Background: an optimization exercise with open tools, aiming at small area, a short achievable clock period and few clock cycles. Do not read the settings as production practice. Only simulation tests tie the RTL to the original design; equivalence was not proved. No activity file was given, so power comes from the tool's default toggle rates.

**design/flow/standard.sh**
```bash
#!/bin/bash
# synth_recipe.tcl (not shown) runs the flow's synth.tcl, then flattens the netlist and writes it again
# the make line also repeats each setting of config.mk as NAME=value (left out here)
make -C /OpenROAD-flow-scripts/flow DESIGN_CONFIG=/design/flow/config.mk WORK_HOME=/design/flow/orfs CLKGATE_MAP_FILE= SYNTH_SCRIPT=/design/flow/synth_recipe.tcl "${@:-finish}"
```
**design/flow/flow/run.sh**
```bash
#!/bin/bash
# The standard layout (standard.sh: the standard synthesis, floorplan,
# placement, CTS and routing) with these changes:
#  - the port buffers are buf_2 cells rather than the default pick, a slow
#    clock-delay cell; every port still gets its buffer;
#  - repair_timing aims at a setup margin of 6.5 ns, so it sizes the logic for a
#    shorter period than the 10 ns clock asks for.
# The clock period and the SDC constraints are the standard flow's, unchanged.
set -euo pipefail
bash standard.sh "BUFFER_PORTS_ARGS=-buffer_cell sky130_fd_sc_hd__buf_2" \
    SETUP_SLACK_MARGIN=6.5  finish > standard_flow.log 2>&1
```
**design/flow/constraint.sdc**
```tcl
create_clock -name core_clock -period 10.0 [get_ports {clk}]
set_input_delay 2.0000 -clock core_clock [delete_from_list [all_inputs] [get_ports {clk}]]
set_output_delay 2.0000 -clock core_clock [all_outputs]
set_load 0.01 [all_outputs]
```
**design/flow/design.v**
```verilog
module deco8_decode (
    input  wire        clk,
    input  wire        rst,           
    input  wire        start,         
    input  wire        cartlen_ok,    
    output reg         cart_re,
    output reg  [14:0] cart_addr,
    input  wire [7:0]  cart_rdata,
    output reg         out_re,
    output reg  [17:0] out_raddr,
    input  wire [7:0]  out_rdata,
    output reg         out_we,
    output reg  [17:0] out_waddr,
    output reg  [7:0]  out_wdata,
    output reg         done,
    output reg  [15:0] status,
    output reg  [1:0]  version,
    output wire [31:0] magic,
    output wire [15:0] dlen,
    output wire [15:0] hdr6,
    output reg  [17:0] textlen,
    output reg         text_valid,
    output reg         empty
);
    localparam [31:0] MAGIC_V1 = 32'h3A633A00;
    localparam [31:0] MAGIC_V2 = 32'h00707861;
    localparam [14:0] CODE_BASE = 15'h4300;
    localparam [14:0] CLEN_BASE = 15'h4306;
    localparam [14:0] BODY_BASE = 15'h4308;
    localparam IDLE = 0, HDR = 1, CLASS = 2, V0 = 3, V1 = 4, CP = 5, V2H = 6,
               V2C = 7, V2A = 8, V2B = 9, DRAIN = 10, TAIL = 11, ERR = 12;
    localparam NS = 13;
    reg [NS-1:0] st;
    reg        start_r, ok_r;
    reg [1:0]  ver;
    reg        f1, f2;      
    reg [15:0] rc;          
    reg        rz, rle0, r1;    
    reg        g1;          
    reg        g2;          
    reg [2:0]  hidx;        
    reg [3:0]  cnt;         
    reg [18:0] olen_c;      
    reg        ecode;       
    reg        bb;          
    reg        mism;        
    reg [63:0] hdr_o;       
    reg        a_v;         
    reg [7:0]  fq0, fq1, fq2, fq3;
    reg [3:0]  fv;          
    reg [3:0]  ft;          
    reg [3:0]  fz;          
    reg        r_v;         
    reg [7:0]  r_lit;
    reg        r_tab;       
    reg        d_v, d_cp;
    reg [7:0]  d_lit;
    reg [1:0]  u_need;
    reg [2:0]  u_rng;       
    reg        u_bad;
    assign magic = hdr_o[63:32] & {32{text_valid}};
    assign dlen  = hdr_o[31:16] & {16{text_valid}};
    assign hdr6  = hdr_o[15:0]  & {16{text_valid}};
    wire v2 = (ver == 2'd2);
    wire [7:0] tab_r;
    assign tab_r[0] = (r_lit[5] & r_lit[4] & r_lit[2] & ~r_lit[1] & ~r_lit[0])
                     | (r_lit[5] & r_lit[4] & ~r_lit[3] & ~r_lit[2] & r_lit[1])
                     | (~r_lit[4] & r_lit[3] & ~r_lit[1] & ~r_lit[0])
                     | (r_lit[5] & r_lit[3] & r_lit[2])
                     | (~r_lit[5] & ~r_lit[4] & ~r_lit[3] & r_lit[2] & ~r_lit[0])
                     | (r_lit[5] & r_lit[1] & r_lit[0])
                     | (r_lit[3] & r_lit[2] & r_lit[0])
                     | (~r_lit[5] & ~r_lit[4] & r_lit[3] & ~r_lit[2] & ~r_lit[0])
                     | (r_lit[5] & ~r_lit[4] & r_lit[0])
                     | (~r_lit[5] & r_lit[4] & r_lit[0]);
    assign tab_r[1] = (r_lit[5] & ~r_lit[4] & ~r_lit[3] & ~r_lit[2] & r_lit[1])
                     | (r_lit[5] & r_lit[4] & r_lit[2])
                     | (~r_lit[5] & r_lit[3] & r_lit[2] & r_lit[1])
                     | (r_lit[5] & r_lit[3] & ~r_lit[1] & ~r_lit[0])
                     | (r_lit[2] & r_lit[1] & ~r_lit[0])
                     | (~r_lit[5] & ~r_lit[4] & ~r_lit[2] & ~r_lit[1] & r_lit[0])
                     | (~r_lit[5] & r_lit[4] & r_lit[1])
                     | (~r_lit[5] & ~r_lit[4] & ~r_lit[3] & ~r_lit[1] & r_lit[0])
                     | (~r_lit[5] & r_lit[3] & r_lit[1] & ~r_lit[0])
                     | (r_lit[4] & r_lit[1] & ~r_lit[0])
                     | (r_lit[5] & r_lit[4] & ~r_lit[3] & ~r_lit[1] & r_lit[0])
                     | (r_lit[4] & r_lit[3] & r_lit[1]);
    assign tab_r[2] = (r_lit[5] & r_lit[4] & r_lit[3])
                     | (r_lit[3] & ~r_lit[2] & ~r_lit[1] & r_lit[0])
                     | (r_lit[4] & ~r_lit[2] & r_lit[0])
                     | (~r_lit[5] & ~r_lit[4] & ~r_lit[3] & r_lit[2] & r_lit[1] & r_lit[0])
                     | (r_lit[5] & r_lit[3] & r_lit[2] & r_lit[0])
                     | (r_lit[5] & ~r_lit[4] & ~r_lit[3] & ~r_lit[2])
                     | (~r_lit[5] & r_lit[3] & ~r_lit[2] & ~r_lit[0])
                     | (r_lit[5] & r_lit[4] & ~r_lit[1] & ~r_lit[0])
                     | (~r_lit[5] & r_lit[4] & ~r_lit[2]);
    assign tab_r[3] = (~r_lit[5] & ~r_lit[4] & ~r_lit[3] & ~r_lit[2] & ~r_lit[1])
                     | (r_lit[5] & r_lit[4])
                     | (r_lit[3] & ~r_lit[2] & r_lit[1] & r_lit[0])
                     | (r_lit[5] & r_lit[2] & ~r_lit[0])
                     | (~r_lit[4] & r_lit[3] & r_lit[2] & ~r_lit[1] & ~r_lit[0])
                     | (r_lit[4] & r_lit[3] & ~r_lit[2])
                     | (r_lit[5] & r_lit[3] & r_lit[1])
                     | (r_lit[4] & ~r_lit[3] & r_lit[2])
                     | (r_lit[5] & r_lit[2] & ~r_lit[1]);
    assign tab_r[4] = (r_lit[5] & ~r_lit[4] & ~r_lit[3] & ~r_lit[1])
                     | (r_lit[5] & r_lit[4] & r_lit[1] & r_lit[0])
                     | (~r_lit[5] & ~r_lit[4] & ~r_lit[3] & r_lit[1] & r_lit[0])
                     | (~r_lit[5] & ~r_lit[4] & ~r_lit[3] & r_lit[2])
                     | (r_lit[4] & r_lit[3] & r_lit[2])
                     | (r_lit[5] & ~r_lit[3] & ~r_lit[2] & ~r_lit[1])
                     | (r_lit[5] & r_lit[3] & r_lit[2])
                     | (r_lit[3] & r_lit[2] & ~r_lit[1] & ~r_lit[0])
                     | (~r_lit[5] & ~r_lit[4] & r_lit[3] & ~r_lit[2])
                     | (r_lit[5] & ~r_lit[4] & ~r_lit[3] & ~r_lit[2])
                     | (r_lit[5] & r_lit[2] & r_lit[1] & ~r_lit[0])
                     | (r_lit[5] & r_lit[4] & r_lit[3] & r_lit[1]);
    assign tab_r[5] = (r_lit[5] & ~r_lit[4] & ~r_lit[2])
                     | (r_lit[4] & ~r_lit[0])
                     | (~r_lit[5] & r_lit[3])
                     | (r_lit[4] & ~r_lit[1])
                     | (r_lit[2] & ~r_lit[1])
                     | (~r_lit[3] & r_lit[1]);
    assign tab_r[6] = (r_lit[5] & ~r_lit[4] & ~r_lit[3] & ~r_lit[1])
                     | (r_lit[3] & r_lit[2] & r_lit[1])
                     | (r_lit[5] & ~r_lit[4] & r_lit[2] & ~r_lit[0])
                     | (~r_lit[5] & r_lit[4])
                     | (r_lit[5] & ~r_lit[4] & ~r_lit[3] & ~r_lit[2])
                     | (r_lit[3] & r_lit[2] & r_lit[0])
                     | (r_lit[4] & r_lit[3] & r_lit[1]);
    assign tab_r[7] = 1'b0;
    wire [7:0] q0 = fq0;
    wire [7:0] q1 = fq1;
    reg [7:0] mb1, mb2;
    always @(*) begin
        case (hidx[1:0])
            2'd0: begin mb1 = MAGIC_V1[31:24]; mb2 = MAGIC_V2[31:24]; end
            2'd1: begin mb1 = MAGIC_V1[23:16]; mb2 = MAGIC_V2[23:16]; end
            2'd2: begin mb1 = MAGIC_V1[15:8];  mb2 = MAGIC_V2[15:8];  end
            default: begin mb1 = MAGIC_V1[7:0]; mb2 = MAGIC_V2[7:0]; end
        endcase
    end
    wire [18:0] src_x    = olen_c - {7'd0, q0, q1[7:4]};
    wire        len_gt   = (q0 == 8'h3C && {1'b0, q1[3:0]} + 5'd2 > {1'b0, q1[7:4]}) ||
                           (q0 == 8'h3D && q1 == 8'h0F);
    wire        bref_bad = src_x[18] || len_gt;
    wire        stall2   = (q0 == 8'h3C) && (q1[7:4] == 4'd2) && r_v && d_v;
    wire act_v1  = st[V1] && !rle0;
    wire pop2    = act_v1 && fv[1] && !ft[0] && !(g1 && r1) && !stall2;
    wire pop1    = (act_v1 && fv[0] && ft[0]) ||
                   (st[V0] && !rz && fv[0]) ||
                   ((st[HDR] || st[V2H] || st[TAIL]) && fv[0]) ||
                   ((st[V2A] || st[V2B]) && !rz && fv[0]);
    wire [1:0] pop = {pop2, pop1};
    wire emit    = (act_v1 && fv[0] && ft[0]) || pop2 ||
                   (st[V0] && !rz && fv[0] && !fz[0]) ||
                   (st[CP] && !bb);
    wire emit_cp = (pop2 && !fz[0]) || (st[CP] && !bb) ||
                   (st[V2B] && !rz && fv[0]);
    wire v2a_wr  = st[V2A] && !rz && fv[0];
    wire drained = !r_v && !d_v && !out_we && !out_re && !d_cp;
    wire utf_bad = u_bad || (u_need != 2'd0);
    wire fin_short = st[IDLE] && start_r && !ok_r;
    wire fin_clen  = st[V2C] && (rc < 16'd264 || rc > 16'd15616);
    wire fin_drain = st[DRAIN] && drained && (v2 ? (mism || g1) : utf_bad);
    wire fin_ok    = st[TAIL] && fv[0] && (hidx == 3'd7);
    wire fin       = fin_short || fin_clen || fin_drain || fin_ok || st[ERR];
    reg [15:0] fin_status;
    always @(*) begin
        if (st[IDLE])        fin_status = 16'h010B;                
        else if (st[V2C])    fin_status = 16'h0507;                
        else if (st[ERR])    fin_status = ecode ? 16'h040B : 16'h030B;
        else if (st[DRAIN])  fin_status = !v2 ? 16'h020B :         
                                          mism ? 16'h0607 : 16'h010F;
        else                 fin_status = 16'h0001;
    end
    wire trunc   = act_v1 ? 1'b0 : (st[V1] && g2);    
    wire trunc1  = act_v1 && fv[0] && !ft[0] && g1 && r1;
    wire v1_end  = st[V1] && rle0 && !g2;
    wire v0_end  = st[V0] && (rz || (fv[0] && fz[0]));
    wire rs_start = st[IDLE] && start_r && ok_r;
    wire rs_v0    = st[CLASS] && !f1 && !f2;
    wire rs_v2h   = st[CLASS] && !f1 && f2;
    wire rs_body  = (st[V2C] && !fin_clen) || (st[V2A] && rz);
    wire rs_tail  = v0_end || v1_end || (st[V2B] && rz);
    wire restart  = rs_start || rs_v0 || rs_v2h || rs_body || rs_tail;
    wire [14:0] restart_addr = rs_v2h ? CLEN_BASE : rs_body ? BODY_BASE : CODE_BASE;
    reg [NS-1:0] nst;
    always @(*) begin
        nst = {NS{1'b0}};
        if (fin) begin
            nst[IDLE] = 1'b1;
        end else begin
            nst[IDLE]  = st[IDLE] && !start_r;
            nst[HDR]   = rs_start || (st[HDR] && !(fv[0] && hidx == 3'd7));
            nst[CLASS] = st[HDR] && fv[0] && hidx == 3'd7;
            nst[V1]    = (st[CLASS] && f1) || (st[V1] && !v1_end && !trunc && !trunc1 && !pop2) ||
                         (pop2 && fz[0]) || (st[CP] && cnt == 4'd0 && !bb);
            nst[CP]    = (pop2 && !fz[0]) || (st[CP] && cnt != 4'd0 && !bb);
            nst[V0]    = rs_v0 || (st[V0] && !v0_end);
            nst[V2H]   = rs_v2h || (st[V2H] && !(fv[0] && hidx[0]));
            nst[V2C]   = st[V2H] && fv[0] && hidx[0];
            nst[V2A]   = (st[V2C] && !fin_clen) || (st[V2A] && !rz);
            nst[V2B]   = (st[V2A] && rz) || (st[V2B] && !rz);
            nst[DRAIN] = rs_tail || (st[DRAIN] && !drained);
            nst[TAIL]  = (st[DRAIN] && drained) || st[TAIL];
            nst[ERR]   = trunc || trunc1 || (st[CP] && bb);
        end
    end
    wire [2:0] occ   = {2'b00, fv[0]} + {2'b00, fv[1]} + {2'b00, fv[2]} + {2'b00, fv[3]} +
                       {2'b00, a_v} + {2'b00, cart_re};
    wire       room  = pop2 ? (occ < 3'd6) : pop1 ? (occ < 3'd5) : (occ < 3'd4);
    wire       issue = !st[IDLE] && !fin && room;
    wire       in_tab = (cart_rdata != 8'd0) && (cart_rdata <= 8'h3B);
    wire       in_z   = (cart_rdata == 8'd0);
    wire [15:0] rc_m1 = rc - 16'd1;
    wire [15:0] rc_m2 = rc - 16'd2;
    wire        c0 = (rc == 16'd0), c1 = (rc == 16'd1), c2 = (rc == 16'd2), c3 = (rc == 16'd3);
    always @(posedge clk) begin
        a_v <= cart_re && !restart;
        if (restart) begin
            cart_re   <= 1'b1;
            cart_addr <= restart_addr;
        end else begin
            cart_re   <= issue;
            cart_addr <= cart_addr + {14'd0, cart_re};
        end
        if (pop2) begin
            fq0 <= fv[2] ? fq2 : cart_rdata;  ft[0] <= fv[2] ? ft[2] : in_tab;  fz[0] <= fv[2] ? fz[2] : in_z;
            fq1 <= fv[3] ? fq3 : cart_rdata;  ft[1] <= fv[3] ? ft[3] : in_tab;  fz[1] <= fv[3] ? fz[3] : in_z;
            fq2 <= cart_rdata;                ft[2] <= in_tab;                  fz[2] <= in_z;
            fq3 <= cart_rdata;                ft[3] <= in_tab;                  fz[3] <= in_z;
        end else if (pop1) begin
            fq0 <= fv[1] ? fq1 : cart_rdata;  ft[0] <= fv[1] ? ft[1] : in_tab;  fz[0] <= fv[1] ? fz[1] : in_z;
            fq1 <= fv[2] ? fq2 : cart_rdata;  ft[1] <= fv[2] ? ft[2] : in_tab;  fz[1] <= fv[2] ? fz[2] : in_z;
            fq2 <= fv[3] ? fq3 : cart_rdata;  ft[2] <= fv[3] ? ft[3] : in_tab;  fz[2] <= fv[3] ? fz[3] : in_z;
            fq3 <= cart_rdata;                ft[3] <= in_tab;                  fz[3] <= in_z;
        end else begin
            fq0 <= fv[0] ? fq0 : cart_rdata;  ft[0] <= fv[0] ? ft[0] : in_tab;  fz[0] <= fv[0] ? fz[0] : in_z;
            fq1 <= fv[1] ? fq1 : cart_rdata;  ft[1] <= fv[1] ? ft[1] : in_tab;  fz[1] <= fv[1] ? fz[1] : in_z;
            fq2 <= fv[2] ? fq2 : cart_rdata;  ft[2] <= fv[2] ? ft[2] : in_tab;  fz[2] <= fv[2] ? fz[2] : in_z;
            fq3 <= fv[3] ? fq3 : cart_rdata;  ft[3] <= fv[3] ? ft[3] : in_tab;  fz[3] <= fv[3] ? fz[3] : in_z;
        end
        if (restart)
            fv <= 4'b0000;
        else if (pop2)
            fv <= {1'b0, fv[3] & a_v, fv[3] | (fv[2] & a_v), fv[2] | (fv[1] & a_v)};
        else if (pop1)
            fv <= {fv[3] & a_v, fv[3] | (fv[2] & a_v), fv[2] | (fv[1] & a_v), fv[1] | a_v};
        else
            fv <= {fv[3] | (fv[2] & a_v), fv[2] | (fv[1] & a_v), fv[1] | (fv[0] & a_v), fv[0] | a_v};
        if (restart || st[DRAIN])
            hidx <= 3'd0;
        else if (pop1 && (st[HDR] || st[V2H] || st[TAIL]))
            hidx <= hidx + 3'd1;
        if (st[HDR] && fv[0] && !hidx[2]) begin
            f1 <= (f1 || hidx == 3'd0) && (q0 == mb1);
            f2 <= (f2 || hidx == 3'd0) && (q0 == mb2);
        end
        if (st[CLASS]) begin
            ver <= f1 ? 2'd1 : f2 ? 2'd2 : 2'd0;
            g1  <= f1 ? (rc >= 16'd15608) : (rc != 16'd0);
            g2  <= (rc > 16'd15608);
        end
        if ((st[HDR] && hidx[2:1] == 2'b10 && fv[0]) || (st[V2H] && fv[0])) begin
            rc <= {rc[7:0], q0};
        end else if (st[CLASS]) begin
            rc   <= f1 ? ((rc >= 16'd15608) ? 16'd15608 : rc) : 16'd15616;
            rz   <= f1 && c0;
            rle0 <= f1 && c0;
            r1   <= f1 && c1;
        end else if (st[V2C] || (st[V2A] && rz)) begin
            rc   <= 16'd256;
            rz   <= 1'b0;
            rle0 <= 1'b0;
            r1   <= 1'b0;
        end else if (pop2) begin
            rc   <= rc_m2;
            rz   <= c2;
            rle0 <= rc[15] || c0 || c1 || c2;
            r1   <= c3;
        end else if (pop1 && !st[HDR]) begin
            rc   <= rc_m1;
            rz   <= c1;
            rle0 <= rc[15] || c0 || c1;
            r1   <= c2;
        end
        if (st[CLASS])
            olen_c <= 19'h3C0;
        else if (emit)
            olen_c <= olen_c + 19'd1;
        if (st[CP]) cnt <= cnt - 4'd1;
        else        cnt <= q1[3:0];
        if (trunc || trunc1) ecode <= 1'b0;
        else if (st[CP] && bb) ecode <= 1'b1;
        bb <= bref_bad && st[V1];
        out_re <= emit_cp;
        if (st[CP])
            out_raddr <= out_raddr + 18'd1;
        else if (v2)
            out_raddr <= {10'd0, q0};
        else
            out_raddr <= src_x[17:0];
        if (v2)                       r_lit <= rc[7:0];
        else if (st[V1] && !ft[0])    r_lit <= q1;
        else                          r_lit <= q0;
        r_tab <= st[V1] && ft[0];
        d_cp  <= out_re;
        d_lit <= r_tab ? tab_r : r_lit;
        if (rs_start)
            mism <= 1'b0;
        else if (v2 && d_cp && out_rdata != d_lit)
            mism <= 1'b1;
        if (d_cp)        out_wdata <= out_rdata;
        else if (v2a_wr) out_wdata <= rc[7:0];
        else             out_wdata <= d_lit;
        if (rs_start || (st[V2A] && rz))
            out_waddr <= 18'd0;
        else if (v2a_wr)
            out_waddr <= {10'd0, q0};
        else
            out_waddr <= out_waddr + {17'd0, out_we};
        if (st[TAIL] && fv[0]) hdr_o <= {hdr_o[55:0], q0};
        if (rs_start) begin
            u_need <= 2'd0;
            u_rng  <= 3'd0;
            u_bad  <= 1'b0;
        end else if (out_we && !v2) begin
            if (u_need == 2'd0) begin
                u_rng <= 3'd0;
                if (out_wdata < 8'h80) begin
                    u_need <= 2'd0;
                end else if (out_wdata >= 8'hC2 && out_wdata <= 8'hDF) begin
                    u_need <= 2'd1;
                end else if (out_wdata == 8'hE0) begin
                    u_need <= 2'd2; u_rng <= 3'd1;
                end else if (out_wdata == 8'hED) begin
                    u_need <= 2'd2; u_rng <= 3'd2;
                end else if (out_wdata >= 8'hE1 && out_wdata <= 8'hEF) begin
                    u_need <= 2'd2;
                end else if (out_wdata == 8'hF0) begin
                    u_need <= 2'd3; u_rng <= 3'd3;
                end else if (out_wdata == 8'hF4) begin
                    u_need <= 2'd3; u_rng <= 3'd4;
                end else if (out_wdata >= 8'hF1 && out_wdata <= 8'hF3) begin
                    u_need <= 2'd3;
                end else begin
                    u_bad <= 1'b1;
                end
            end else begin
                u_rng <= 3'd0;
                if (out_wdata[7:6] == 2'b10 &&
                    (u_rng == 3'd0 ||
                     (u_rng == 3'd1 &&  out_wdata[5]) ||
                     (u_rng == 3'd2 && !out_wdata[5]) ||
                     (u_rng == 3'd3 &&  (out_wdata[5] | out_wdata[4])) ||
                     (u_rng == 3'd4 && !(out_wdata[5] | out_wdata[4]))))
                    u_need <= u_need - 2'd1;
                else
                    u_bad <= 1'b1;
            end
        end
        if (rst) begin
            st         <= {{(NS-1){1'b0}}, 1'b1};
            start_r    <= 1'b0;
            r_v        <= 1'b0;
            d_v        <= 1'b0;
            out_we     <= 1'b0;
            done       <= 1'b0;
            status     <= 16'h0000;
            version    <= 2'd3;
            textlen    <= 18'd0;
            text_valid <= 1'b0;
            empty      <= 1'b0;
        end else begin
            st      <= nst;
            start_r <= start;
            ok_r    <= cartlen_ok;
            r_v     <= emit && !fin;
            d_v     <= r_v;
            out_we  <= d_v || v2a_wr;
            done    <= fin;
            if (fin) begin
                status <= fin_status;
                if (fin_ok) begin
                    version    <= ver;
                    textlen    <= out_waddr;
                    text_valid <= 1'b1;
                    empty      <= (out_waddr == 18'd0);
                end
            end
        end
    end
endmodule
```
**design/flow/config.mk**
```make
export PLATFORM = sky130hd
export DESIGN_NAME = deco8_decode
export DESIGN_NICKNAME = deco8_decode
export VERILOG_FILES = /design/flow/design.v
export SDC_FILE = /design/flow/constraint.sdc
export NUM_CORES = 4
export LEC_CHECK = 0
export CAP_MARGIN = 20
export CORE_MARGIN = 2
export CORE_UTILIZATION = 40
export SLEW_MARGIN = 20
```
==> results of run 1 <==
[power groups by stage]
stage | combinational [W] | sequential, W | clock, W
after floorplan | 0.000619 | 0.00153 | 0
after global placement | 0.000779 | 0.00162 | 0
after detailed placement | 0.000799 | 0.00162 | 0
after CTS | 0.000803 | 0.00159 | 0.00131
after global routing | 0.000901 | 0.00162 | 0.00135
final | 0.000801 | 0.00160 | 0.00128
[layer usage]
layer  vias to the layer above  GRT usage [%]  share of wire (%)
li1                       6116              -                  -
met1                      5945           29.4                 47
met2                       402           31.9                 44
met3                        69           2.93                6.2
met4                         0           6.22                2.5
met5                         -              0                  0
[worst register-to-register path, delay by kind of cell, from the launching register on]
kind,cells,cell delay [ps]
AND/OR/NAND/NOR,2,1050
AO/OA/AOI/OAI,2,1020
flip-flops,1,300
buffers and inverters,1,250
multiplexers,1,230
[logic make-up after synthesis]
logic type,Yosys count
AND/OR/NAND/NOR,641
AO/OA/AOI/OAI,360
flip-flops,296
buffers and inverters,150
XOR/XNOR,101
multiplexers,54
adder cells (fa/ha/maj),41
other,1
[cell usage after synthesis, drive strengths merged, types with 8 or more instances]
library cell	count	area share (%)
mux2	19	1.4
o21a	11	0.55
or3	8	0.36
a21o	11	0.55
a21oi	112	3.7
xnor2	48	2.8
ha	37	3.1
o21ai	80	2.7
a22oi	8	0.40
buf	31	1.2
o22ai	13	0.54
nand2b	24	1.0
nand4	27	1.2
nor2b	21	0.87
xor2	53	3.1
o211ai	27	1.4
nor2	171	4.3
clkbuf	73	1.8
dfxtp	196	26
and3	20	0.83
inv	46	1.1
mux2i	35	2.3
nand2	159	3.9
nor4	15	0.76
nor3	29	0.99
o31ai	8	0.43
and2	75	3.1
a211oi	20	1.0
nand3	56	1.9
edfxtp	100	20
a31oi	12	0.50
[metrics by stage]
| stage | utilization, % | total power (W) |
|---|---|---|
| 2_1_floorplan | - | 0.00215 |
| 3_3_place_gp | 43.6 | 0.00239 |
| 3_5_place_dp | 43.6 | 0.00242 |
| 4_1_cts | 46.7 | 0.00371 |
| 5_1_grt | 46.8 | 0.00387 |
| 6_report | 46.8 | 0.00368 |
[area by class of cell]
class,instances,share of cell area [%]
inverters,46,0.984
flip-flops and latches,296,39.5
clock buffers,47,5.72
well taps,511,3.64
clock inverters,16,0.898
repair buffers,191,5.82
multi-input cells,1206,43.4
[state kept, by name (all words and copies together) (netlist names), 12 cells and up, named ones only]
name,count
hdr_o,64
olen_c,19
out_raddr,18
out_waddr,18
textlen,18
rc,16
cart_addr,15
st,12
[worst max path at each step]
stage	startpoint	to	slack, ps	depth (start not counted)
2_1_floorplan	cart_rdata[5]	ft[0]	6910	6
3_3_place_gp	cart_rdata[5]	ft[0]	6540	7
3_5_place_dp	cart_rdata[5]	ft[2]	6510	7
4_1_cts	text_valid	dlen[10]	6560	3
5_1_grt	text_valid	magic[26]	6500	3
6_report	text_valid	magic[15]	6590	3
[timing repair]
item / CTS / global route
endpoints found under the hold margin: 0 / 0
endpoints found under the setup margin: 65 / 12
setup buffers: 1 / 0
hold buffers: 0 / 0
pin swaps: 0 / 0
gates resized for setup: 4 / 3
==> results.txt, run 1 <==
Die Wd=198 µm; fmax=~300 MHz; hpwl dp=roughly 29 mm; WHS Path Cells=1; layout cells sized above 1=between 10% and 20%; Initial Utilization=40.4%; Fin Hold WS=417 ps; gr usage total=20.4%; status=finished clean; largest net degree at the start of global routing=65; min-delay src=r_lit[7]; CP bufs+invs=2; CP max FO=16; CTS Sinks=296; compound-gate portion of the synthesized area=roughly 16%; CTS tree=done; r2r endpoint=fq0[2]; Initial DRC Count=just under 1k; slew margin rel.=33.7%; crit path launch type=register; final instance area=17500 µm²; mux cell area share after synthesis=3.73%; leading cell type in the layout, fill and taps excluded=dfxtp_1; most frequent cells in the layout=dfxtp_1, buf_2, nor2_1, nand2_1, a21oi_1; Skew-Pair Late Insertion Delay=530 ps; async set-reset flop share out of synthesis=0%; clk buf depth=3; core area=roughly 37000 µm²; Die Height=198 µm; routability cong.=0.917; via count of the first global-routing pass=around 12k; Seq/Total Area, Yosys=45.8%; final setup vio count=0; Fillers=3624; ys flop type=dfxtp_1; DIE AREA=approximately 40000 µm²; critical path's top delay family=flip-flops; synthesis warning total=1; hold endpoint=d_lit[7]; Logic pwr share=21.8%; crit path kind=reg2out; Seq pwr share=43.5%; setup TNS=0 ps; # rows=71; final hold vios=0; first drt pass iteration count=5; mapped cell area=15100 µm²; Pint=0.00252 W; Syn-to-layout area delta=16.0%; number of nets in the layout=between 1.5k and 2k; clock network fraction of total power=34.7%; synthesized area per cell=approximately 9.2 µm²; #FFs+latches synth=296; initial antenna violation count=0; vias post-DR=between 10k and 15k; Routed WL per cell=between 15 and 20 µm; Slowest-stage cell, CP=dfxtp_4; Netlist cell types=87; Net Sw Frac=31.6%; Worst Skew=26.5 ps; flop-to-flop setup slack=between 6000 and 7000 ps; Simple-Gate Fraction of Synth Area=a little over a fifth; placed instance area=16300 µm²; IO Pins=185; crit-path cells=buf_4, and2_1, buf_2; worst path arrival time=approximately 1400 ps; Max Cap Viol=0; XOR/XNOR share of the synthesized area=a little under 6%; Post-Layout Cell Count=2313; # DRC=0; Synth Area in Adders=3.59%; Post-Syn Instances=1644; clock root buffer=clkbuf_16; Max Slew Vio Count=0; FF+latch area=6930 µm²; Clk pin slew, worst setup/hold paths=around 60 ps; Worst EP required=8000 ps; PwrDens=210 nW/µm²; Tmin final=between 3000 and 4000 ps; TritonCTS buffer count=35; worst vdd ir=111 µV; GR Overflow Total=0; vias per cell=between 5 and 6; Routed Wire Length=41.0 mm; HP Class=reg2reg; FF-to-FF path depth=6; Port-buffer cells=about 180; CP endpoint kind=output pin; n_diodes=0; R2R Path Start=fv[0]; worst slew pin tran=993 ps; critical path's largest stage delay=430 ps; crit share post-route=34.1%; post-route setup slack=approximately 6600 ps; EDFF count, synth=100; Leak Pwr=7.11 nW; antenna viol nets, final=0; multi-input logic area=7620 µm²; largest family of logic cells by synthesized area=simple AND/OR/NAND/NOR gates; Net Switching=approximately 0.0012 W; first-pass GRT wire length=between 60 and 70 mm; H-tree depth=2; Place WS=roughly 6500 ps; RSZ-0062 raised after global routing=yes; Cell Count Post-Placement=2248
Testbench counts, summed over its fixed seeds: cycles 382,588.
==> run 2: changes to the inputs <==
==> design/flow/flow/run.sh (replaced) <==
#!/bin/bash
# The standard layout (standard.sh: the standard synthesis, floorplan,
# placement, CTS and routing) with these changes:
#  - the port buffers are buf_2 cells rather than the default pick, a slow
#    clock-delay cell; every port still gets its buffer;
#  - repair_timing aims at a setup margin of 6 ns, so it sizes the logic for a
#    shorter period than the 10 ns clock asks for.
# The clock period and the SDC constraints are the standard flow's, unchanged.
set -euo pipefail
bash standard.sh "BUFFER_PORTS_ARGS=-buffer_cell sky130_fd_sc_hd__buf_2" \
    SETUP_SLACK_MARGIN=6  finish > standard_flow.log 2>&1
==> run 2 against run 1 <==
Against the previous run: clock skew shrank 0.73 ps; die area stayed put; first-iteration DRC count down 8.9%; synthesized cell count unchanged; core utilization shrank 0.097 points; highest routed layer unchanged; critical endpoint is now dlen[10]; non-clock buffer count fell by 1; area after synthesis did not move; wire length is 0.28% lower; critical path type unchanged; still clean; global-route usage about the same; design area decreased by 0.21%; worst setup slack got worse by 320 ps; sequential power barely moved.
==> results.txt, run 2 <==
post-synth top area share=25.9% (unchanged); Initial DRC Count=903 (-8.9%); antenna viol nets, final=0 (unchanged); FF-to-FF path depth=8 (+2); core area=37500 µm² (unchanged); Fillers=3627 (+0.083%); vias post-DR=12.5k (-0.096%); via count of the first global-routing pass=11.6k (-0.095%); Largest register FFs=64 (unchanged); synthesized area per cell=9.20 µm² (unchanged); total power=0.00368 W (about the same); first-pass GRT wire length=64.1 mm (-0.14%); ys flop type=dfxtp_1; flop-to-flop setup slack=6760 ps (-170 ps); leading cell type in the layout, fill and taps excluded=dfxtp_1; top-count cell post-synth=dfxtp_1; crit path kind=reg2out; clk buf depth=3 (unchanged); CP endpoint kind=output pin; CTS tree=done; EDFF count, synth=100 (unchanged); n_diodes=0 (unchanged); post-CTS setup buffer count=0 (-1); synthesis warning total=1 (unchanged); clock root buffer=clkbuf_16; routability cong.=0.917 (unchanged); vias per cell=5.42 (about the same); Worst EP required=8000 ps (about the same); hpwl dp=28.9 mm (unchanged); final hold vios=0 (unchanged); Routed WL per cell=17.7 µm (-0.23%); TritonCTS buffer count=35 (unchanged); Worst Setup EP=dlen[10]; R2R Path Start=rc[1]; post-CTS resize count=0 (-4); worst vdd ir=111 µV (+0.24%); # DRC=0 (unchanged); initial antenna violation count=0 (unchanged); slew margin rel.=32.3% (-1.3 points); RSZ-0062 raised after global routing=no; critical path's largest stage delay=550 ps (+120 ps); biggest area consumer among synthesized cells=dfxtp_1; Largest Register=hdr_o; CP max FO=37 (+21); top cells by count, synth=dfxtp_1, nor2_1, nand2_1, a21oi_1, edfxtp_1; first drt pass iteration count=5 (unchanged); GR Overflow Total=0 (unchanged); setup TNS=0 ps (unchanged); DIE AREA=39400 µm² (unchanged); worst slew pin tran=1010 ps (+19.9 ps); crit path launch=text_valid; crit-path cells=buf_4, and2_1, buf_2; async set-reset flop share out of synthesis=0% (unchanged); largest net degree at the start of global routing=65 (unchanged); Max Slew Vio Count=0 (unchanged); Leak Pwr=7.10 nW (-0.17%); Post-Syn Instances=1644 (unchanged); # rows=71 (unchanged); layout cells sized above 1=16.2% (-0.10 points); mapped cell area=15100 µm² (unchanged); H-tree depth=2 (unchanged); Die Height=198 µm (unchanged); IO Pins=185 (unchanged); fmax=269 MHz (-8.5%); HP Class=reg2reg; most frequent cells in the layout=dfxtp_1, buf_2, nor2_1, nand2_1, a21oi_1; Seq/Total Area, Yosys=45.8% (unchanged); Slowest-stage cell, CP=dfxtp_2; gr usage total=20.4% (-0.029 points); cts hold-fix bufs=0 (unchanged); Routed Wire Length=40.9 mm (-0.28%); #FFs+latches synth=296 (unchanged); crit path launch type=register; PwrDens=210 nW/µm² (+0.20%); crit share post-route=37.2% (+3.2 points); worst path arrival time=1720 ps (+310 ps); Port-buffer cells=175 (unchanged); Tmin final=3720 ps (+316 ps); Clk pin slew, worst setup/hold paths=60 ps (about the same); Die Wd=198 µm (unchanged); Skew-Pair Late Insertion Delay=530 ps (about the same); Syn-to-layout area delta=15.8%; number of nets in the layout=1836 (-0.054%); Worst Skew=25.7 ps (-0.727 ps); Initial Utilization=40.4% (unchanged); Synth area leaders=dfxtp_1, edfxtp_1, nor2_1; Netlist cell types=87 (unchanged); Largest regs=hdr_o: 64 flops, olen_c: 19 flops; Max Cap Viol=0 (unchanged); final setup vio count=0 (unchanged); CTS Sinks=296 (unchanged); min-delay src=r_lit[7]; r2r endpoint=cart_addr[8]; status=finished clean
## run 2: cell counts after synthesis
No cell type changed its count.
## run 2: final cells by class
| cell class | count | area, µm² | share of cell area, % |
|---|---|---|---|
| clock inverter | 16 | 158 | 0.900 |
| timing repair buffer | 190 | 1000 | 5.72 |
| clock buffer | 47 | 1000 | 5.73 |
| sequential | 296 | 6930 | 39.6 |
| inverter | 46 | 173 | 0.986 |
| multi-input combinational | 1206 | 7610 | 43.5 |
| tap | 511 | 639 | 3.65 |
## run 2: kinds of logic (layout without fill, tap and decap cells)
| kind of cell | count (synthesis) | after routing | synth area share [%] |
|---|---|---|---|
| buffers and inverters | 150 | 299 | 4.21 |
| AND/OR/NAND/NOR | 641 | 641 | 21.2 |
| adder cells (fa/ha/maj) | 41 | 41 | 3.59 |
| other | 1 | 9 | 0.0248 |
| AO/OA/AOI/OAI | 360 | 360 | 15.6 |
| multiplexers | 54 | 54 | 3.73 |
| XOR/XNOR | 101 | 101 | 5.85 |
| flip-flops | 296 | 296 | 45.8 |
## run 2: where the power goes
group	internal [W]	total, W	switching [W]
clock	0.000764	0.00128	0.000513
combinational	0.000361	0.000801	0.000440
sequential	0.00139	0.00160	0.000208
total	0.00252	0.00368	0.00116
## run 2: metal layers
metal | up-vias | global-route usage, % | routed length [µm]
li1 | 6127 | - | -
met1 | 5901 | 29.4 | 19000
met2 | 425 | 31.7 | 18100
met3 | 67 | 2.93 | 2750
met4 | 0 | 6.22 | 984
met5 | - | 0 | 0
## run 2: how the worst min path moves through the flow
stage | slack (ps) | end | depth (start not counted)
after floorplan | 390 | d_cp | 0
after global placement | 420 | hdr_o[61] | 0
final | 420 | d_lit[7] | 1
after global routing | 430 | d_lit[7] | 1
after CTS | 420 | d_lit[7] | 1
after detailed placement | 430 | hdr_o[19] | 0
## run 2: per-stage QoR
stage	cell area (µm²)	cells	setup WS (ps)	hold slack, ps	util, %
floorplan	15200	1652	6910	393	-
global placement	16300	2248	6540	422	43.6
global route	17500	2312	6100	430	46.7
detailed placement	16300	2248	6510	429	43.6
finish	17500	2312	6280	417	46.7
CTS	17500	2311	6000	416	46.7
## run 2: worst max-delay path, delay by kind of cell (launching register included)
family / cells / cell delay, ps
buffers and inverters: 2 / 460
AND/OR/NAND/NOR: 1 / 180
flip-flops: 1 / 550
==> run 3: changes to the inputs <==
==> design/flow/flow/run.sh (replaced) <==
#!/bin/bash
# The standard layout (standard.sh: the standard synthesis, floorplan,
# placement, CTS and routing) with these changes:
#  - the port buffers are buf_2 cells rather than the default pick, a slow
#    clock-delay cell; every port still gets its buffer;
#  - repair_timing aims at a setup margin of 6.5 ns, so it sizes the logic for a
#    shorter period than the 10 ns clock asks for.
# The clock period and the SDC constraints are the standard flow's, unchanged.
set -euo pipefail
bash standard.sh "BUFFER_PORTS_ARGS=-buffer_cell sky130_fd_sc_hd__buf_2" \
    SETUP_SLACK_MARGIN=6.5  "CTS_ARGS=-sink_clustering_enable -repair_clock_nets -dont_use_dummy_load -sink_clustering_size 16 -buf_list sky130_fd_sc_hd__clkbuf_8 -root_buf sky130_fd_sc_hd__clkbuf_16" finish > standard_flow.log 2>&1
==> run 3 against run 2 <==
Against the previous run: count of clock-buffer cells in the layout rose by 6; final cell count fell by 0.26%; hold slack got worse by 3.8 ps; fmax rose by 9.9%; sequential share of layout area rose by 0.73 points; register-to-register slack improved by 200 ps; core utilization fell by 0.82 points; design area fell by 1.8%; sequential power barely moved; largest cell class unchanged; largest power group unchanged.
==> results.txt, run 3 <==
status=finished clean; H-tree depth=2 (unchanged); Netlist cell types=87 (unchanged); antenna viol nets, final=0 (unchanged); FF+latch area=6930 µm² (about the same); core area=37500 µm² (unchanged); vias post-DR=12.5k (+0.14%); Worst Setup EP=magic[15]; number of nets in the layout=1858 (+1.2%); crit path launch type=register; Synth area leaders=dfxtp_1, edfxtp_1, nor2_1; n_diodes=0 (unchanged); setup TNS=0 ps (unchanged); Syn-to-layout area delta=13.7%; Largest regs=hdr_o: 64 flops, olen_c: 19 flops; Max Cap Viol=0 (unchanged); total power=0.00335 W (-8.7%); Post-Layout Cell Count=2306 (-0.26%); Fillers=3662 (+0.96%); multi-input logic area=7620 µm² (+0.18%); Worst EP required=8000 ps (about the same); Initial Utilization=40.4% (unchanged); Tmin final=3390 ps (-335 ps); hpwl dp=28.9 mm (unchanged); Max Slew Vio Count=0 (unchanged); Initial DRC Count=979 (+8.4%); EDFF count, synth=100 (unchanged); HP Class=reg2reg; PwrDens=195 nW/µm² (-7.1%); crit-path cells=buf_4, and2_1, buf_2; crit path kind=reg2out; first-pass GRT wire length=64.1 mm (about the same); slew margin rel.=36.4% (+4.1 points); Largest register FFs=64 (unchanged); critical path's largest stage delay=400 ps (-150 ps); post-synth top area share=25.9% (unchanged); IO Pins=185 (unchanged); Clk pin slew, worst setup/hold paths=50 ps (about the same); CP max FO=15 (-59%); # rows=71 (unchanged); Routed WL per cell=17.8 µm (+0.60%); vias per cell=5.44 (+0.40%); synthesis warning total=1 (unchanged); Routed Wire Length=41.0 mm (+0.34%); r2r endpoint=fq0[2]; fmax=295 MHz (+9.9%); crit share post-route=33.9% (-3.4 points); ys flop type=dfxtp_1; R2R Path Start=fv[0]; RSZ-0062 raised after global routing=no; Cell Count Post-Placement=2248 (unchanged); CP endpoint kind=output pin; routability cong.=0.917 (unchanged); worst slew pin tran=951 ps (-61.6 ps); Seq/Total Area, Yosys=45.8% (unchanged); clock root buffer=clkbuf_16; FF-to-FF path depth=6 (-2); Slowest-stage cell, CP=dfxtp_4; final hold vios=0 (unchanged); Die Height=198 µm (unchanged); largest net degree at the start of global routing=65 (unchanged); CTS tree=done; GR Overflow Total=0 (unchanged); Leak Pwr=6.97 nW (-1.8%); Post-Syn Instances=1644 (unchanged); DIE AREA=39400 µm² (unchanged); most frequent cells in the layout=dfxtp_1, buf_2, nor2_1, nand2_1, a21oi_1; final setup vio count=0 (unchanged); TritonCTS buffer count=53 (+51%); Worst Skew=58.0 ps (+32.3 ps); mapped cell area=15100 µm² (unchanged); worst path arrival time=1390 ps (-330 ps); Die Wd=198 µm (unchanged); first drt pass iteration count=5 (unchanged); CTS Sinks=296 (unchanged); async set-reset flop share out of synthesis=0% (unchanged); via count of the first global-routing pass=11.6k (+0.82%); Largest Register=hdr_o; min-delay src=out_re; top cells by count, synth=dfxtp_1, nor2_1, nand2_1, a21oi_1, edfxtp_1; layout cells sized above 1=16.5% (+0.28 points); synthesized area per cell=9.20 µm² (unchanged); gr usage total=20.6% (+0.18 points); top-count cell post-synth=dfxtp_1; Fin Hold WS=413 ps (-3.76 ps); # DRC=0 (unchanged); Skew-Pair Late Insertion Delay=540 ps (about the same); #FFs+latches synth=296 (unchanged); worst vdd ir=109 µV (-1.4%); cts hold-fix bufs=0 (unchanged); initial antenna violation count=0 (unchanged); biggest area consumer among synthesized cells=dfxtp_1; crit path launch=text_valid; flop-to-flop setup slack=6960 ps (+200 ps); leading cell type in the layout, fill and taps excluded=dfxtp_1; Port-buffer cells=175 (unchanged); clk buf depth=3 (unchanged)
==> run 3: cell count changes in the layout (fill, tap and decap cells not counted), moves of 2 or more <==
cell,change
buf_4,+3
bufinv_16,-2
clkbuf_1,-6
clkbuf_16,-32
clkbuf_8,+44
clkinv_1,-3
clkinv_2,-5
clkinvlp_4,-2
inv_6,-2
==> run 3: cell type report <==
type | instances | area share [%]
well taps | 511 | 3.72
flip-flops and latches | 296 | 40.3
inverters | 46 | 1.00
multi-input cells | 1206 | 44.3
clock buffers | 53 | 4.57
repair buffers | 194 | 6.11
==> run 3: power breakdown <==
part           switching (W)  leakage, nW  total [W]  internal [W]
Clock               0.000447        0.407   0.000957      0.000510
Combinational       0.000438         4.04   0.000799      0.000361
Sequential          0.000206         2.52    0.00160       0.00139
==> run 3: how the worst min path moves through the flow <==
stage	cells after the start	end
after floorplan	0	d_cp
after global placement	0	hdr_o[61]
final	0	d_cp
after CTS	1	d_lit[7]
after detailed placement	0	hdr_o[19]
after global routing	0	d_cp
==> run 3: worst max-delay path: cells and delay by family (launching register included) <==
kind | cells | cell delay, ps
buffers and inverters | 2 | 330
DFF | 1 | 400
and+or+nand+nor | 1 | 140
==> run 3: cells by family after synthesis <==
logic type      Yosys count  synth area share (%)
simple gates            641                  21.2
compound gates          360                  15.6
flops                   296                  45.8
buf+inv                 150                  4.21
xor+xnor                101                  5.85
mux                      54                  3.73
fa+ha+maj                41                  3.59
other cells               1                0.0248
==> run 3: routing by layer <==
| metal | share of wire, % | vias up | global-route usage [%] | wire length (µm) |
|---|---|---|---|---|
| li1 | - | 6114 | - | - |
| met1 | 46 | 5923 | 29.1 | 18900 |
| met2 | 44 | 425 | 31.5 | 18100 |
| met3 | 7.1 | 75 | 3.90 | 2900 |
| met4 | 2.6 | 0 | 7.10 | 1060 |
| met5 | 0 | - | 0 | 0 |
==> run 3: stage by stage <==
step	setup slack (ps)	cell area (µm²)	util [%]
after floorplan	6910	15200	-
after global placement	6540	16300	43.6
after detailed placement	6510	16300	43.6
after CTS	6530	17100	45.7
after global routing	6510	17200	45.9
final	6610	17200	45.9
==> run 3: timing repair <==
item,4_1_cts,5_1_grt
gates cloned,0,0
gates resized for setup,4,3
setup buffers,1,3
setup endpoints to repair,65,46
==> run 4: changes to the inputs <==
--- a/design/flow/flow/run.sh
+++ b/design/flow/flow/run.sh
@@ -9,3 +9,3 @@
 set -euo pipefail
 bash standard.sh "BUFFER_PORTS_ARGS=-buffer_cell sky130_fd_sc_hd__buf_2" \
-    SETUP_SLACK_MARGIN=6.5  "CTS_ARGS=-sink_clustering_enable -repair_clock_nets -dont_use_dummy_load -sink_clustering_size 16 -buf_list sky130_fd_sc_hd__clkbuf_8 -root_buf sky130_fd_sc_hd__clkbuf_16" finish > standard_flow.log 2>&1
+    SETUP_SLACK_MARGIN=6.5  "CTS_ARGS=-sink_clustering_enable -repair_clock_nets -dont_use_dummy_load -sink_clustering_size 30 -sink_clustering_max_diameter 80" finish > standard_flow.log 2>&1
--- a/design/flow/config.mk
+++ b/design/flow/config.mk
@@ -8,4 +8,4 @@
 export CAP_MARGIN = 20
 export CORE_MARGIN = 2
-export CORE_UTILIZATION = 40
+export CORE_UTILIZATION = 65
 export SLEW_MARGIN = 20
==> run 4 against run 3 <==
Against the previous run: still clean; register-to-register slack worse by 200 ps; first-iteration DRC count is 32% higher; via count fell by 0.23%; critical path type unchanged.
==> results.txt, run 4 <==
Seq pwr share=53.3% (+5.6 points); Routed WL per cell=18.4 µm (+3.3%); Largest register FFs=64 (unchanged); CP max FO=35 (+20); Net Sw Frac=33.3% (+0.74 points); top-count cell post-synth=dfxtp_1; Fin Hold WS=439 ps (+26.2 ps); Routed Wire Length=37.4 mm (-8.8%); # DRC=0 (unchanged); Worst Skew=58.1 ps (+0.0817 ps); final setup vio count=0 (unchanged); n_diodes=0 (unchanged); # rows=55 (-23%); async set-reset flop share out of synthesis=0% (unchanged); Leak Pwr=6.72 nW (-3.7%); Fillers=1785 (-51%); hpwl dp=26.8 mm (-7.2%); largest net degree at the start of global routing=65 (unchanged); #FFs+latches synth=296 (unchanged); total power=0.00303 W (-9.8%); worst slew pin tran=1060 ps (+109 ps); gr usage total=29.9% (+9.4 points); initial antenna violation count=0 (unchanged); first drt pass iteration count=5 (unchanged); Logic pwr share=25.8% (+2.0 points); crit path kind=reg2out; via count of the first global-routing pass=11.3k (-2.7%); Post-Syn Instances=1644 (unchanged); synthesized area per cell=9.20 µm² (unchanged); Skew-Pair Late Insertion Delay=520 ps (-20 ps); Initial DRC Count=1292 (+32%); CTS tree=done; routability cong.=0.917 (about the same); Clk pin slew, worst setup/hold paths=100 ps (+50 ps); RSZ-0062 raised after global routing=no; Pint=0.00202 W (-11%); Initial Utilization=66.6% (+26 points); Syn-to-layout area delta=8.69%; Port-buffer cells=175 (unchanged); Largest Register=hdr_o; Net Switching=0.00101 W (-7.7%); clock network fraction of total power=20.8% (-7.7 points); post-synth top area share=25.9% (unchanged); CTS Sinks=296 (unchanged); Synth area leaders=dfxtp_1, edfxtp_1, nor2_1; first-pass GRT wire length=59.3 mm (-7.5%); slew margin rel.=29.1% (-7.3 points); antenna viol nets, final=0 (unchanged); FF+latch area=6930 µm² (unchanged); fmax=296 MHz (+0.38%); Max Cap Viol=0 (unchanged); Largest regs=hdr_o: 64 flops, olen_c: 19 flops; final hold vios=0 (unchanged); H-tree depth=1 (-1); IO Pins=185 (unchanged); Die Height=157 µm (-21%); clk buf depth=3 (unchanged); Worst EP required=8000 ps (about the same); number of nets in the layout=1814 (-2.4%); core area=22700 µm² (-39%); Final Core Density=72.4% (+27 points); crit path launch type=register; PwrDens=184 nW/µm² (-5.6%); worst path arrival time=1380 ps (about the same); Netlist cell types=87 (unchanged); Die Wd=157 µm (-21%); ys flop type=dfxtp_1; multi-input logic area=7620 µm² (about the same); EDFF count, synth=100 (unchanged); vias post-DR=12.5k (-0.23%); Max Slew Vio Count=0 (unchanged); HP Class=reg2reg; CP endpoint kind=output pin; leading cell type in the layout, fill and taps excluded=dfxtp_1; mapped cell area=15100 µm² (unchanged); layout cells sized above 1=14.4% (-2.0 points); clock root buffer=clkbuf_16; biggest area consumer among synthesized cells=dfxtp_1; top cells by count, synth=dfxtp_1, nor2_1, nand2_1, a21oi_1, edfxtp_1; vias per cell=6.14 (+13%); DIE AREA=24500 µm² (-38%); TritonCTS buffer count=15 (-72%); crit share post-route=33.8% (-0.13 points); setup TNS=0 ps (unchanged); status=finished clean; GR Overflow Total=0 (unchanged); most frequent cells in the layout=dfxtp_1, buf_2, nor2_1, nand2_1, a21oi_1; Seq/Total Area, Yosys=45.8% (unchanged); Tmin final=3380 ps (-12.7 ps); synthesis warning total=1 (unchanged); worst vdd ir=146 µV (+34%)
-- run 4: stage by stage --
step / instances / setup WS, ps / instance area, µm²
finish: 2036 / 6620 / 16400
global route: 2036 / 6540 / 16400
CTS: 2033 / 6520 / 16400
detailed placement: 2017 / 6490 / 16000
global placement: 2017 / 6510 / 16000
floorplan: 1652 / 6910 / 15200
-- run 4: area by class of cell --
type                       instances  share of cell area (%)
clock buffer                      15                    2.28
inverter                          46                    1.05
multi-input combinational       1206                    46.3
sequential                       296                    42.2
tap                              285                    2.17
timing repair buffer             188                    6.01
-- run 4: critical path: stages (launching register included) --
cell     delay (ps)
dfxtp_4         390
buf_8           180
and2_1          170
buf_2           140
-- run 4: path summary, 6_finish.rpt --
check             start            to  slack, ps  cells after the start
max          text_valid      magic[1]       6620                      3
min            hdr_o[5]     hdr_o[13]        440                      0
max reg2reg       rc[1]  cart_addr[8]       6760                      8
min reg2reg    hdr_o[5]     hdr_o[13]        440                      0
-- run 4: repair_timing --
| action | CTS | global route |
|---|---|---|
| setup buffers | 1 | 2 |
| endpoints found under the hold margin | 0 | 0 |
| endpoints found under the setup margin | 65 | 37 |
| hold buffers | 0 | 0 |
| gates resized for setup | 3 | 4 |
-- run 4: power by group through the flow --
stage	sequential [W]	combinational [W]	clock (W)
detailed placement	0.00163	0.000771	0
global placement	0.00163	0.000748	0
finish	0.00161	0.000782	0.000630
global route	0.00163	0.000871	0.000677
floorplan	0.00153	0.000619	0
CTS	0.00161	0.000775	0.000641
-- run 4: logic make-up (layout without fill, tap and decap cells) --
logic type	after synthesis	in the layout	share of synthesized area, %
other cells	1	9	0.0248
mux	54	54	3.73
xor+xnor	101	101	5.85
compound gates	360	360	15.6
fa+ha+maj	41	41	3.59
simple gates	641	641	21.2
flops	296	296	45.8
buf+inv	150	249	4.21
-- run 4: per-layer routing --
| metal | wire (µm) | part of all wire, % | GRT usage, % | vias up |
|---|---|---|---|---|
| met1 | 16400 | 44 | 42.3 | 5886 |
| met5 | 0 | 0 | 0 | - |
| li1 | - | - | - | 6034 |
| met2 | 17100 | 46 | 48.2 | 522 |
| met3 | 2890 | 7.7 | 4.02 | 66 |
| met4 | 1050 | 2.8 | 9.09 | 0 |
==> run 5: changes to the inputs <==
--- a/design/flow/config.mk
+++ b/design/flow/config.mk
@@ -8,4 +8,4 @@
 export CAP_MARGIN = 20
 export CORE_MARGIN = 2
-export CORE_UTILIZATION = 65
+export CORE_UTILIZATION = 40
 export SLEW_MARGIN = 20
==> run 5 against run 4 <==
Against the previous run: sequential power hardly changed; critical endpoint is now magic[17]; highest routed layer unchanged; via count fell by 1.4%; still clean; largest cell class unchanged; final cell count increased by 12%; fmax shrank 0.35%.
==> results.txt, run 5 <==
status=finished clean; CP endpoint kind=output pin; clk buf depth=3 (unchanged); Die Height=198 µm (+27%); worst path arrival time=1390 ps (about the same); hold endpoint=d_lit[7]; top-count cell post-synth=dfxtp_1; hpwl dp=28.9 mm (+7.7%); routability cong.=0.917 (about the same); final hold vios=0 (unchanged); min-delay src=r_lit[7]; Skew-Pair Late Insertion Delay=530 ps (about the same); Seq/Total Area, Yosys=45.8% (unchanged); HP Class=reg2reg; post-synth top area share=25.9% (unchanged); Max Slew Vio Count=0 (unchanged); CTS Sinks=296 (unchanged); gr usage total=20.0% (-9.9 points); H-tree depth=1 (unchanged); crit path kind=reg2out; Largest register FFs=64 (unchanged); layout cells sized above 1=14.9% (+0.43 points); Largest regs=hdr_o: 64 flops, olen_c: 19 flops; Tmin final=3390 ps (+11.7 ps); async set-reset flop share out of synthesis=0% (unchanged); ys flop type=dfxtp_1; Synth area leaders=dfxtp_1, edfxtp_1, nor2_1; grt peak-use layer=met2; met1 GRT Util=29.1% (-13 points); Routed WL per cell=17.8 µm (-3.2%); Synth Area in Adders=3.59% (unchanged); cts hold-fix bufs=0 (unchanged); crit-path cells=buf_4, and2_1, buf_2; Slowest-stage cell, CP=dfxtp_4; first-pass GRT wire length=63.3 mm (+6.7%); Worst EP required=8000 ps (about the same); #FFs+latches synth=296 (unchanged); Fillers=3678 (+110%); largest net degree at the start of global routing=65 (unchanged); vias post-DR=12.3k (-1.4%); fmax=295 MHz (-0.35%); Post-Syn Instances=1644 (unchanged); WHS Path Cells=1 (+1); mux cell area share after synthesis=3.73% (unchanged); clock root buffer=clkbuf_16; XOR/XNOR share of the synthesized area=5.85% (unchanged); GR Overflow Total=0 (unchanged); final instance area=16900 µm² (+2.7%); via count of the first global-routing pass=11.4k (+0.43%); critical path's largest stage delay=400 ps (about the same); FF-to-FF path depth=6 (-2); post-route setup slack=6610 ps (-11.7 ps); R2R Path Start=fv[0]; Worst Skew=64.4 ps (+6.31 ps); Leak Pwr=6.79 nW (+1.2%); crit share post-route=33.9% (+0.12 points); # DRC=0 (unchanged); slew margin rel.=36.5% (+7.3 points); biggest area consumer among synthesized cells=dfxtp_1; Post-Layout Cell Count=2272 (+12%); RSZ-0062 raised after global routing=no; most frequent cells in the layout=dfxtp_1, buf_2, nor2_1, nand2_1, a21oi_1; Largest Register=hdr_o; compound-gate portion of the synthesized area=15.6% (unchanged); DIE AREA=39400 µm² (+61%); Die Wd=198 µm (+27%); setup TNS=0 ps (unchanged); Max Cap Viol=0 (unchanged); Netlist cell types=87 (unchanged); Place WS=6510 ps (+20.1 ps); Cell Count Post-Placement=2248 (+11%); CP bufs+invs=2 (unchanged); number of nets in the layout=1824 (+0.55%); critical path's top delay family=flip-flops; largest family of logic cells by synthesized area=simple AND/OR/NAND/NOR gates; PwrDens=185 nW/µm² (+0.50%); EDFF count, synth=100 (unchanged); synthesized area per cell=9.20 µm² (unchanged); vias per cell=5.43 (-12%); M3 GR Usage=2.73% (-1.3 points); n_diodes=0 (unchanged); flop-to-flop setup slack=6930 ps (+170 ps); top cells by count, synth=dfxtp_1, nor2_1, nand2_1, a21oi_1, edfxtp_1; worst slew pin tran=951 ps (-110 ps); mapped cell area=15100 µm² (unchanged); Initial Utilization=40.4% (-26 points); TritonCTS buffer count=19 (+4); Port-buffer cells=175 (unchanged); synthesis warning total=1 (unchanged); IO Pins=185 (unchanged); GR Layer Usage met2=31.1% (-17 points); crit path launch type=register; Initial DRC Count=1001 (-23%); leading cell type in the layout, fill and taps excluded=dfxtp_1; final setup vio count=0 (unchanged); antenna viol nets, final=0 (unchanged); CP max FO=15 (-57%); # rows=71 (+29%); worst vdd ir=107 µV (-27%); r2r endpoint=fq0[2]; core area=37500 µm² (+65%); Clk pin slew, worst setup/hold paths=110 ps (about the same); placed instance area=16300 µm² (+2.0%); Syn-to-layout area delta=11.6%; CTS tree=done; initial antenna violation count=0 (unchanged); Simple-Gate Fraction of Synth Area=21.2% (unchanged); Routed Wire Length=40.4 mm (+8.1%); first drt pass iteration count=5 (unchanged)
## run 5: cell counts after synthesis
No cell type changed its count.
## run 5: worst max path at each step
stage	start	endpoint	slack (ps)	cells after the start
floorplan	cart_rdata[5]	ft[0]	6910	6
global placement	cart_rdata[5]	ft[0]	6540	7
detailed placement	cart_rdata[5]	ft[2]	6510	7
CTS	text_valid	dlen[10]	6520	3
global route	text_valid	magic[17]	6510	3
finish	text_valid	magic[17]	6610	3
## run 5: per-stage QoR
| stage | hold WS [ps] | total power [W] | util [%] |
|---|---|---|---|
| 2_1_floorplan | 393 | 0.00215 | - |
| 3_3_place_gp | 422 | 0.00239 | 43.6 |
| 3_5_place_dp | 429 | 0.00242 | 43.6 |
| 4_1_cts | 422 | 0.00315 | 44.9 |
| 5_1_grt | 429 | 0.00331 | 45.0 |
| 6_report | 419 | 0.00312 | 45.0 |
## run 5: report_power, final
part / switching, W / total [W] / internal (W)
clock: 0.000389 / 0.000727 / 0.000338
combinational: 0.000438 / 0.000799 / 0.000361
sequential: 0.000208 / 0.00160 / 0.00139
total: 0.00103 / 0.00312 / 0.00209
## run 5: cell families after synthesis
kind of cell	Yosys count
buffers and inverters	150
AO/OA/AOI/OAI	360
flip-flops	296
adder cells (fa/ha/maj)	41
multiplexers	54
XOR/XNOR	101
other	1
AND/OR/NAND/NOR	641
## run 5: metal layers
layer  part of all wire [%]  routed length [µm]
met5                      0                   0
met4                    2.6                1070
met3                    6.6                2660
met2                     44               17700
met1                     47               19000
## run 5: repair_timing
action | in CTS | in global routing
cloned | 0 | 0
resized for setup | 4 | 3
buffers inserted | 1 | 3
setup endpoints to repair | 65 | 56
## run 5: final cells by class
| class | count | area (µm²) | share of cell area (%) |
|---|---|---|---|
| tap | 511 | 639 | 3.79 |
| timing repair buffer | 194 | 1040 | 6.17 |
| sequential | 296 | 6930 | 41.1 |
| multi-input combinational | 1206 | 7620 | 45.2 |
| clock buffer | 19 | 475 | 2.82 |
| inverter | 46 | 173 | 1.02 |
==> run 6: changes to the inputs <==
==> design/flow/flow/run.sh (replaced) <==
#!/bin/bash
# The standard layout (standard.sh: the standard synthesis, floorplan,
# placement, CTS and routing) with these changes:
#  - the port buffers are buf_2 cells rather than the default pick, a slow
#    clock-delay cell; every port still gets its buffer;
#  - repair_timing aims at a setup margin of 6.8 ns, so it sizes the logic for a
#    shorter period than the 10 ns clock asks for.
# The clock period and the SDC constraints are the standard flow's, unchanged.
set -euo pipefail
bash standard.sh "BUFFER_PORTS_ARGS=-buffer_cell sky130_fd_sc_hd__buf_2" \
    SETUP_SLACK_MARGIN=6.8  "CTS_ARGS=-sink_clustering_enable -repair_clock_nets -dont_use_dummy_load -sink_clustering_size 30 -sink_clustering_max_diameter 80" finish > standard_flow.log 2>&1
--- a/design/flow/config.mk
+++ b/design/flow/config.mk
@@ -8,4 +8,4 @@
 export CAP_MARGIN = 20
 export CORE_MARGIN = 2
-export CORE_UTILIZATION = 40
+export CORE_UTILIZATION = 55
 export SLEW_MARGIN = 20
==> run 6 against run 5 <==
Against the previous run: still clean on timing, DRC and antenna; design area down 1.6%; wire length down 3.9%; hold slack better by 29 ps; via count down 0.20%; die area down 27%; count of clock-buffer cells in the layout down 3; critical endpoint is now magic[7]; highest routed layer unchanged.
==> results.txt, run 6 <==
hold endpoint=hdr_o[58]; CP Depth=3 (unchanged); most frequent cells in the layout=dfxtp_1, buf_2, nor2_1, nand2_1, a21oi_1; Cell Count Post-Placement=2073 (-7.8%); largest net degree at the start of global routing=65 (unchanged); crit path launch type=register; core area=27000 µm² (-28%); Syn-to-layout area delta=9.78%; Post-Syn Instances=1644 (unchanged); RSZ-0062 raised after global routing=yes; Leak Pwr=6.74 nW (-0.78%); post-CTS setup buffer count=0 (-1); Initial DRC Count=1035 (+3.4%); gr usage total=26.2% (+6.1 points); Largest regs=hdr_o: 64 flops, olen_c: 19 flops; Initial Utilization=56.1% (+16 points); critical path's top delay family=flip-flops; post-synth top area share=25.9% (unchanged); H-tree depth=1 (unchanged); CP max FO=16 (+1); Tmin final=3400 ps (+7.53 ps); fmax=295 MHz (-0.22%); Die Wd=170 µm (-14%); clock root buffer=clkbuf_16; crit path kind=reg2out; layout cells sized above 1=15.2% (+0.37 points); synthesized area per cell=9.20 µm² (unchanged); vias post-DR=12.3k (-0.20%); leading cell type in the layout, fill and taps excluded=dfxtp_1; top-count cell post-synth=dfxtp_1; Skew-Pair Late Insertion Delay=510 ps (-20 ps); # rows=60 (-15%); post-route setup slack=6600 ps (-7.53 ps); final hold vios=0 (unchanged); vias per cell=5.89 (+8.4%); initial antenna violation count=0 (unchanged); first-pass GRT wire length=60.5 mm (-4.3%); top cells by count, synth=dfxtp_1, nor2_1, nand2_1, a21oi_1, edfxtp_1; crit-path cells=clkbuf_16, and2_1, buf_2; Max Cap Viol=0 (unchanged); Routed WL per cell=18.6 µm (+4.4%); n_diodes=0 (unchanged); worst path arrival time=1400 ps (about the same); min-delay src=hdr_o[50]; CTS Sinks=296 (unchanged); ys flop type=dfxtp_1; # DRC=0 (unchanged); biggest area consumer among synthesized cells=dfxtp_1; FF-to-FF path depth=8 (+2); placed instance area=16100 µm² (-1.5%); worst slew pin tran=983 ps (+32.7 ps); Largest register FFs=64 (unchanged); worst vdd ir=159 µV (+49%); hpwl dp=27.4 mm (-5.2%); setup TNS=0 ps (unchanged); TritonCTS buffer count=16 (-3); Worst EP required=8000 ps (about the same); Max Slew Vio Count=0 (unchanged); first drt pass iteration count=5 (unchanged); GR Overflow Total=0 (unchanged); R2R Path Start=rc[1]; HP Class=reg2reg; Port-buffer cells=175 (unchanged); status=finished clean; Clk pin slew, worst setup/hold paths=120 ps (about the same); routability cong.=0.893 (-2.6%); Seq/Total Area, Yosys=45.8% (unchanged); Routed Wire Length=38.8 mm (-3.9%); final instance area=16600 µm² (-1.6%); #FFs+latches synth=296 (unchanged); async set-reset flop share out of synthesis=0% (unchanged); Place WS=6470 ps (-36.3 ps); slew margin rel.=34.3% (-2.2 points); crit share post-route=34.0% (+0.075 points); Slowest-stage cell, CP=dfxtp_4; via count of the first global-routing pass=11.1k (-2.8%); critical path's largest stage delay=440 ps (+40 ps); Post-Layout Cell Count=2092 (-7.9%); IO Pins=185 (unchanged); cts hold-fix bufs=0 (unchanged); number of nets in the layout=1814 (-0.55%); EDFF count, synth=100 (unchanged); WHS Path Cells=0 (-1); CP bufs+invs=2 (unchanged); flop-to-flop setup slack=6980 ps (+50 ps); CTS tree=done; CP endpoint kind=output pin; clk buf depth=3 (unchanged); Worst Skew=49.8 ps (-14.6 ps); PwrDens=184 nW/µm² (-0.34%); mapped cell area=15100 µm² (unchanged); Synth area leaders=dfxtp_1, edfxtp_1, nor2_1; antenna viol nets, final=0 (unchanged); Largest Register=hdr_o; synthesis warning total=1 (unchanged); Netlist cell types=87 (unchanged); Die Height=170 µm (-14%); r2r endpoint=cart_addr[8]; final setup vio count=0 (unchanged); DIE AREA=28800 µm² (-27%)
==> run 6: cell counts after synthesis <==
No cell type changed its count.
==> run 6: worst max-delay path by stage <==
stage                       start  slack, ps   endpoint
floorplan           cart_rdata[5]       6910      ft[0]
global placement    cart_rdata[5]       6480      ft[0]
detailed placement  cart_rdata[5]       6470      ft[0]
CTS                    text_valid       6580    dlen[8]
global route           text_valid       6530  magic[11]
finish                 text_valid       6600   magic[7]
==> run 6: stage by stage <==
step                      utilization [%]  total power (W)  hold slack [ps]
after CTS                            61.4          0.00307              450
after global routing                 61.6          0.00322              456
after floorplan                         -          0.00215              393
after global placement               59.7          0.00239              421
final                                61.6          0.00306              448
after detailed placement             59.7          0.00242              425
==> run 6: layer usage <==
metal,wire [µm],global-route usage (%),vias to the layer above
li1,-,-,6016
met1,18000,38.2,5811
met2,17400,41.7,428
met3,2460,2.86,59
met4,948,7.06,0
met5,0,0,-
==> run 6: worst reg2reg max path, cell delays in order, from the launching register on <==
cell and delay [ps]:
edfxtp_1 630, inv_1 240, ha_1 310, nor2b_1 170, a311oi_1 340, o21ai_0 140
nand3_1 200, nand4_4 390, or3b_1 500
==> run 6: final cells by class <==
class,instances,area (µm²)
clock buffers,16,400
fillers,2408,10300
inverters,46,173
multi-input cells,1207,7650
flip-flops and latches,296,6950
well taps,341,427
repair buffers,186,1010
==> run 6: cells by family after synthesis <==
kind of cell             after synthesis  synth area share, %
XOR/XNOR                             101                 5.85
other                                  1               0.0248
buffers and inverters                150                 4.21
adder cells (fa/ha/maj)               41                 3.59
multiplexers                          54                 3.73
flip-flops                           296                 45.8
AO/OA/AOI/OAI                        360                 15.6
AND/OR/NAND/NOR                      641                 21.2
==> run 6: power breakdown <==
| group | switching (W) | internal, W |
|---|---|---|
| combinational | 0.000424 | 0.000361 |
| sequential | 0.000229 | 0.00139 |
| clock | 0.000369 | 0.000288 |
==> run 6: what timing repair did <==
item                                   CTS  global route
resized for setup                       14            10
pin swaps                                1             0
gates cloned                             2             1
setup endpoints to repair               93           107
endpoints found under the hold margin    0             0

## afterwards: timing with drivers on the ports
Ports are ideal in the flow. The routed layouts listed here were re-timed in OpenROAD.
Step 1 assumes that a clkbuf_16 drives the clock port and a buf_2 every other input.
Step 2 also shifts input and output timing later by t, the mid clock arrival at the registers, as if the neighbouring blocks saw the same clock.
Slacks: no drivers / after step 1 / after step 2; pairs: no drivers / after step 1.
run	t, ns	setup slack, ns	hold WS [ns]	worst setup path at the end	latest minus earliest clock arrival (ns)
run 1	0.570	6.593 / 6.536 / 6.527	0.417 / 0.417 / 0.417	input to register	0.027 / 0.027
run 2	0.571	6.276 / 6.220 / 6.523	0.417 / 0.417 / 0.417	input to register	0.026 / 0.027
run 3	0.566	6.611 / 6.555 / 6.499	0.413 / 0.413 / 0.413	input to register	0.058 / 0.058
run 4	0.536	6.624 / 6.577 / 6.483	0.439 / 0.439 / 0.439	input to register	0.058 / 0.058
run 5	0.557	6.612 / 6.556 / 6.531	0.419 / 0.419 / 0.419	input to register	0.065 / 0.065
run 6	0.535	6.605 / 6.554 / 6.504	0.448 / 0.448 / 0.448	input to register	0.050 / 0.050
After both steps setup and hold are still met in every run listed. The setup slack of run 4, which loses most, moves by -0.047 ns with the drivers and by -0.141 ns with both steps.
